Background: an optimization exercise with open tools, aiming at small area, a short achievable clock period and few clock cycles per item. Do not read the settings as production practice.
Only simulation tests tie the RTL to the original design; equivalence was not proved.

run A:
==> flow/design.v <==
module wfg_divcalc (
    input  wire        clk,
    input  wire        rst,         
    input  wire        start,       
    input  wire [31:0] sysclk_hz,   
    input  wire [31:0] freq,        
    input  wire [31:0] len,         
    output wire        ready,
    output reg         done,        
    output wire [31:0] divider
);
    reg        a_full;      
    reg        a_fin;       
    reg [31:0] an;          
    reg [31:0] af;          
    reg        afovf;       
    reg [31:0] al;          
    reg [31:0] acc;         
    reg        abig;        
    reg        b_busy;
    reg  [5:0] count;       
    reg        nleft;       
    reg        n2left;      
    reg [31:0] xq;          
    reg [31:0] r;           
    reg [31:0] d;           
    reg        bbig;        
    wire take   = a_full & a_fin & ~b_busy;    
    assign ready   = ~a_full;
    assign divider = {xq[23:0], 8'h00};
    wire [31:0] sum;
    wire        sum_c;
    skl_add #(.W(32)) u_mul (.a(acc), .b(af & {32{al[0]}}), .cin(1'b0), .s(sum), .cout(sum_c));
    wire        ovf_nxt = abig | (al[0] & afovf) | sum_c;
    wire        mul_end = (al[31:1] == 31'd0);
    wire        x1      = nleft & xq[31];
    wire        x2      = n2left & xq[30];
    wire [32:0] t1      = {r, x1};
    wire [32:0] s1;
    wire        q1;      
    skl_add #(.W(33)) u_div1 (.a(t1), .b(~{1'b0, d}), .cin(1'b1), .s(s1), .cout(q1));
    wire [33:0] t2      = {r, x1, x2};
    wire [33:0] s2;
    wire        q2;      
    skl_add #(.W(34)) u_div2 (.a(t2), .b(~{2'b00, d}), .cin(1'b1), .s(s2), .cout(q2));
    wire        room2   = (count >= 6'd10) || (count >= 6'd2 && count <= 6'd8);
    wire        two     = ~q1 & room2;
    wire [31:0] r_two   = q2 ? s2[31:0] : t2[31:0];
    wire  [7:0] x8      = nleft ? xq[31:24] : 8'h00;
    wire [31:0] lo8;
    wire        ge8;     
    skl_add #(.W(32)) u_cmp (.a({r[23:0], x8}), .b(~d), .cin(1'b1), .s(lo8), .cout(ge8));
    wire        skip    = ~ge8 && (r[31:24] == 8'd0) && (count >= 6'd16 || count == 6'd8);
    wire        hi_zero = (xq == 32'd0);    
    wire        clamp   = bbig | ((count == 6'd8) & hi_zero);
    wire  [5:0] cnt_m1  = count - 6'd1;
    wire  [5:0] cnt_m2  = count - 6'd2;
    wire  [5:0] cnt_m8  = count - 6'd8;
    wire  [5:0] cnt_nxt = skip ? cnt_m8 : two ? cnt_m2 : cnt_m1;
    wire        last    = clamp | (count == 6'd1) | ((count == 6'd2) & ~q1) | ((count == 6'd8) & skip);
    always @(posedge clk) begin
        if (rst) begin
            a_full <= 1'b0;
            a_fin  <= 1'b0;
            b_busy <= 1'b0;
            done   <= 1'b0;
        end else begin
            if (!a_full) begin
                a_full <= start;
                a_fin  <= 1'b0;
            end else begin
                if (take)
                    a_full <= 1'b0;
                a_fin <= a_fin | mul_end | abig;
            end
            b_busy <= take | (b_busy & ~last);
            done   <= b_busy & last;
        end
    end
    always @(posedge clk) begin
        if (!a_full) begin
            an    <= sysclk_hz;
            af    <= freq;
            al    <= len;
            acc   <= 32'd0;
            afovf <= 1'b0;
            abig  <= 1'b0;
        end else begin
            af    <= {af[30:0], 1'b0};
            al    <= {1'b0, al[31:1]};
            if (!a_fin) begin
                acc   <= sum;
                afovf <= afovf | af[31];
                abig  <= ovf_nxt;
            end
        end
    end
    always @(posedge clk) begin
        if (take) begin
            xq    <= an;
            r     <= 32'd0;
            d     <= acc;
            bbig  <= abig;
            count <= 6'd40;
            nleft <= 1'b1;
            n2left <= 1'b1;
        end else begin
            r      <= skip ? {r[23:0], x8} : two ? r_two : q1 ? s1[31:0] : t1[31:0];
            count  <= cnt_nxt;
            nleft  <= (cnt_nxt > 6'd8);
            n2left <= (cnt_nxt > 6'd9);
            if (clamp)
                xq[23:0] <= 24'h000100;
            else
                xq <= skip ? {xq[23:0], 8'h00} : two ? {xq[29:0], 1'b0, q2} : {xq[30:0], q1};
        end
    end
endmodule
module skl_add #(parameter integer W = 32) (
    input  wire [W-1:0] a,
    input  wire [W-1:0] b,
    input  wire         cin,
    output wire [W-1:0] s,
    output wire         cout
);
    localparam integer N = W + 1;               
    localparam integer L = (N <= 2) ? 1 : (N <= 4) ? 2 : (N <= 8) ? 3 : (N <= 16) ? 4 : (N <= 32) ? 5 : 6;
    wire [N-1:0] g [0:L];
    wire [N-1:0] p [0:L];
    assign g[0] = {a & b, cin};
    assign p[0] = {a ^ b, 1'b0};
    genvar k, i;
    generate
        for (k = 0; k < L; k = k + 1) begin : lvl
            for (i = 0; i < N; i = i + 1) begin : pos
                if ((i >> k) & 1) begin : comb
                    localparam integer J = ((i >> k) << k) - 1;
                    assign g[k+1][i] = g[k][i] | (p[k][i] & g[k][J]);
                    assign p[k+1][i] = p[k][i] & p[k][J];
                end else begin : pass
                    assign g[k+1][i] = g[k][i];
                    assign p[k+1][i] = p[k][i];
                end
            end
        end
    endgenerate
    assign s    = p[0][W:1] ^ g[L][W-1:0];
    assign cout = g[L][W];
endmodule
clock: 10.0 ns
lec_check: 0
cap_margin: 20
core_margin: 2
core_utilization: 40
gpl_timing_driven: 1
place_density: 0.6
slew_margin: 20
standard.sh (not shown) runs the stock make flow with config.mk's settings and CLKGATE_MAP_FILE= SYNTH_SCRIPT=/design/flow/synth_recipe.tcl, a recipe that flattens the netlist after the stock synthesis.
==> flow/flow/run.sh <==
#!/bin/bash
# Layout flow: the standard flow, with two changes to how the layout is
# made (the constraints, the clock period and the synthesis are unchanged):
#  - the port buffers are buf_4 cells instead of the resizer's default pick
#  - the slow delay cells are not used as repair buffers
#  - timing repair aims for 6.4 ns of setup slack, i.e. paths of at most 3.6 ns
# Each tool's full output goes to a log file in this folder.
set -euo pipefail

# the platform's don't-use list, plus the delay cells
DU="sky130_fd_sc_hd__probe_p_8 sky130_fd_sc_hd__probec_p_8 sky130_fd_sc_hd__lpflow_bleeder_1 sky130_fd_sc_hd__lpflow_clkbufkapwr_1 sky130_fd_sc_hd__lpflow_clkbufkapwr_16 sky130_fd_sc_hd__lpflow_clkbufkapwr_2 sky130_fd_sc_hd__lpflow_clkbufkapwr_4 sky130_fd_sc_hd__lpflow_clkbufkapwr_8 sky130_fd_sc_hd__lpflow_clkinvkapwr_1 sky130_fd_sc_hd__lpflow_clkinvkapwr_16 sky130_fd_sc_hd__lpflow_clkinvkapwr_2 sky130_fd_sc_hd__lpflow_clkinvkapwr_4 sky130_fd_sc_hd__lpflow_clkinvkapwr_8 sky130_fd_sc_hd__lpflow_decapkapwr_12 sky130_fd_sc_hd__lpflow_decapkapwr_3 sky130_fd_sc_hd__lpflow_decapkapwr_4 sky130_fd_sc_hd__lpflow_decapkapwr_6 sky130_fd_sc_hd__lpflow_decapkapwr_8 sky130_fd_sc_hd__lpflow_inputiso0n_1 sky130_fd_sc_hd__lpflow_inputiso0p_1 sky130_fd_sc_hd__lpflow_inputiso1n_1 sky130_fd_sc_hd__lpflow_inputiso1p_1 sky130_fd_sc_hd__lpflow_inputisolatch_1 sky130_fd_sc_hd__lpflow_isobufsrc_1 sky130_fd_sc_hd__lpflow_isobufsrc_16 sky130_fd_sc_hd__lpflow_isobufsrc_2 sky130_fd_sc_hd__lpflow_isobufsrc_4 sky130_fd_sc_hd__lpflow_isobufsrc_8 sky130_fd_sc_hd__lpflow_isobufsrckapwr_16 sky130_fd_sc_hd__lpflow_lsbuf_lh_hl_isowell_tap_1 sky130_fd_sc_hd__lpflow_lsbuf_lh_hl_isowell_tap_2 sky130_fd_sc_hd__lpflow_lsbuf_lh_hl_isowell_tap_4 sky130_fd_sc_hd__lpflow_lsbuf_lh_isowell_4 sky130_fd_sc_hd__lpflow_lsbuf_lh_isowell_tap_1 sky130_fd_sc_hd__lpflow_lsbuf_lh_isowell_tap_2 sky130_fd_sc_hd__lpflow_lsbuf_lh_isowell_tap_4"
DU="$DU sky130_fd_sc_hd__clkdlybuf4s15_1 sky130_fd_sc_hd__clkdlybuf4s15_2 sky130_fd_sc_hd__clkdlybuf4s18_1 sky130_fd_sc_hd__clkdlybuf4s18_2 sky130_fd_sc_hd__clkdlybuf4s25_1 sky130_fd_sc_hd__clkdlybuf4s25_2 sky130_fd_sc_hd__clkdlybuf4s50_1 sky130_fd_sc_hd__clkdlybuf4s50_2 sky130_fd_sc_hd__dlygate4sd1_1 sky130_fd_sc_hd__dlygate4sd2_1 sky130_fd_sc_hd__dlygate4sd3_1 sky130_fd_sc_hd__dlymetal6s2s_1 sky130_fd_sc_hd__dlymetal6s4s_1 sky130_fd_sc_hd__dlymetal6s6s_1"

# the standard synthesis, unchanged
bash standard.sh synth > synth.log 2>&1

# floorplan to final layout
bash standard.sh "DONT_USE_CELLS=$DU" "BUFFER_PORTS_ARGS=-buffer_cell sky130_fd_sc_hd__buf_4" SETUP_SLACK_MARGIN=6.4 finish > layout.log 2>&1
Testbench counts of run A, summed over its fixed seeds: cycles 16,935, items 1,024.
The inputs of run B differ from those of run A as listed below.
--- a/flow/flow/run.sh
+++ b/flow/flow/run.sh
@@ -6 +6 @@
-#  - timing repair aims for 6.4 ns of setup slack, i.e. paths of at most 3.6 ns
+#  - timing repair aims for 5.0 ns of setup slack, i.e. paths of at most 5.0 ns
@@ -18 +18 @@
-bash standard.sh "DONT_USE_CELLS=$DU" "BUFFER_PORTS_ARGS=-buffer_cell sky130_fd_sc_hd__buf_4" SETUP_SLACK_MARGIN=6.4 finish > layout.log 2>&1
+bash standard.sh "DONT_USE_CELLS=$DU" "BUFFER_PORTS_ARGS=-buffer_cell sky130_fd_sc_hd__buf_4" SETUP_SLACK_MARGIN=5.0 finish > layout.log 2>&1
--- a/flow/config.mk
+++ b/flow/config.mk
@@ -11 +10,0 @@
-export GPL_TIMING_DRIVEN = 1
[summary]
Run comparison: run B cell type of the slowest stage on the worst timing path sky130_fd_sc_hd__a21oi_2; run A cell type of the slowest stage on the worst timing path sky130_fd_sc_hd__dfxtp_4. Run A -> run B: via count decreased slightly. There was hardly any difference in share of the final layout cell area in multi-input gates between run B and run A. Run B against run A: clock period minus worst slack climbed 0.94 ns, routed wire length dropped 1.6%. Run B ends up with a post-route worst setup slack that is 0.94 ns lower than in run A. The post-synthesis average cell area was comparable across run B and run A. Status: area occupied by registers parity (run A, run B).
Input changes introduced in run C (baseline for comparison: run B):
--- a/flow/flow/run.sh
+++ b/flow/flow/run.sh
@@ -4 +4 @@
-#  - the port buffers are buf_4 cells instead of the resizer's default pick
+#  - the port buffers are buf_2 cells instead of the resizer's default pick
@@ -6 +6 @@
-#  - timing repair aims for 5.0 ns of setup slack, i.e. paths of at most 5.0 ns
+#  - timing repair aims for 6.4 ns of setup slack, i.e. paths of at most 3.6 ns
@@ -18 +18 @@
-bash standard.sh "DONT_USE_CELLS=$DU" "BUFFER_PORTS_ARGS=-buffer_cell sky130_fd_sc_hd__buf_4" SETUP_SLACK_MARGIN=5.0 finish > layout.log 2>&1
+bash standard.sh "DONT_USE_CELLS=$DU" "BUFFER_PORTS_ARGS=-buffer_cell sky130_fd_sc_hd__buf_2" SETUP_SLACK_MARGIN=6.4 finish > layout.log 2>&1
--- outcome ---
Per the final summary, run C finished and its layout is clean on timing, DRC and antenna.
Re endpoint arrival time on the critical path: run C and run B aren't equal, and the higher value belongs to run B.
Run C vs. run B: final net count went up by 25.
Between run B and run C, the design area does not differ in any meaningful way.
Run B -> run C: measured slew at the worst slew-check pin flat
The met1 capacity usage during global routing in run C sits 0.50 points below the value recorded for run B.

## afterwards: timing with drivers on the ports
How much do the figures lean on ideal ports? The routed layouts below were timed once more, with nothing changed but the port constraints. Step 1 assumes that a clkbuf_16 drives the clock port and a buf_2 every other input. Step 2 adds t to the input delays and takes it off the output delays; t is the mean of the earliest and latest rising clock arrival at the registers after step 1. Input paths then give back, and output paths get back, about the clock's delay inside the block. Slacks: ideal / step 1 / step 2; pairs: ideal / step 1.
run | t, ns | setup WS [ns] | clock arrival spread, ns
run A | 0.599 | 6.537 / 6.485 / 6.543 | 0.020 / 0.021
run B | 0.607 | 5.596 / 5.596 / 5.596 | 0.017 / 0.017
run C | 0.597 | 6.516 / 6.470 / 6.516 | 0.015 / 0.015
After both steps every run listed still meets setup and hold.
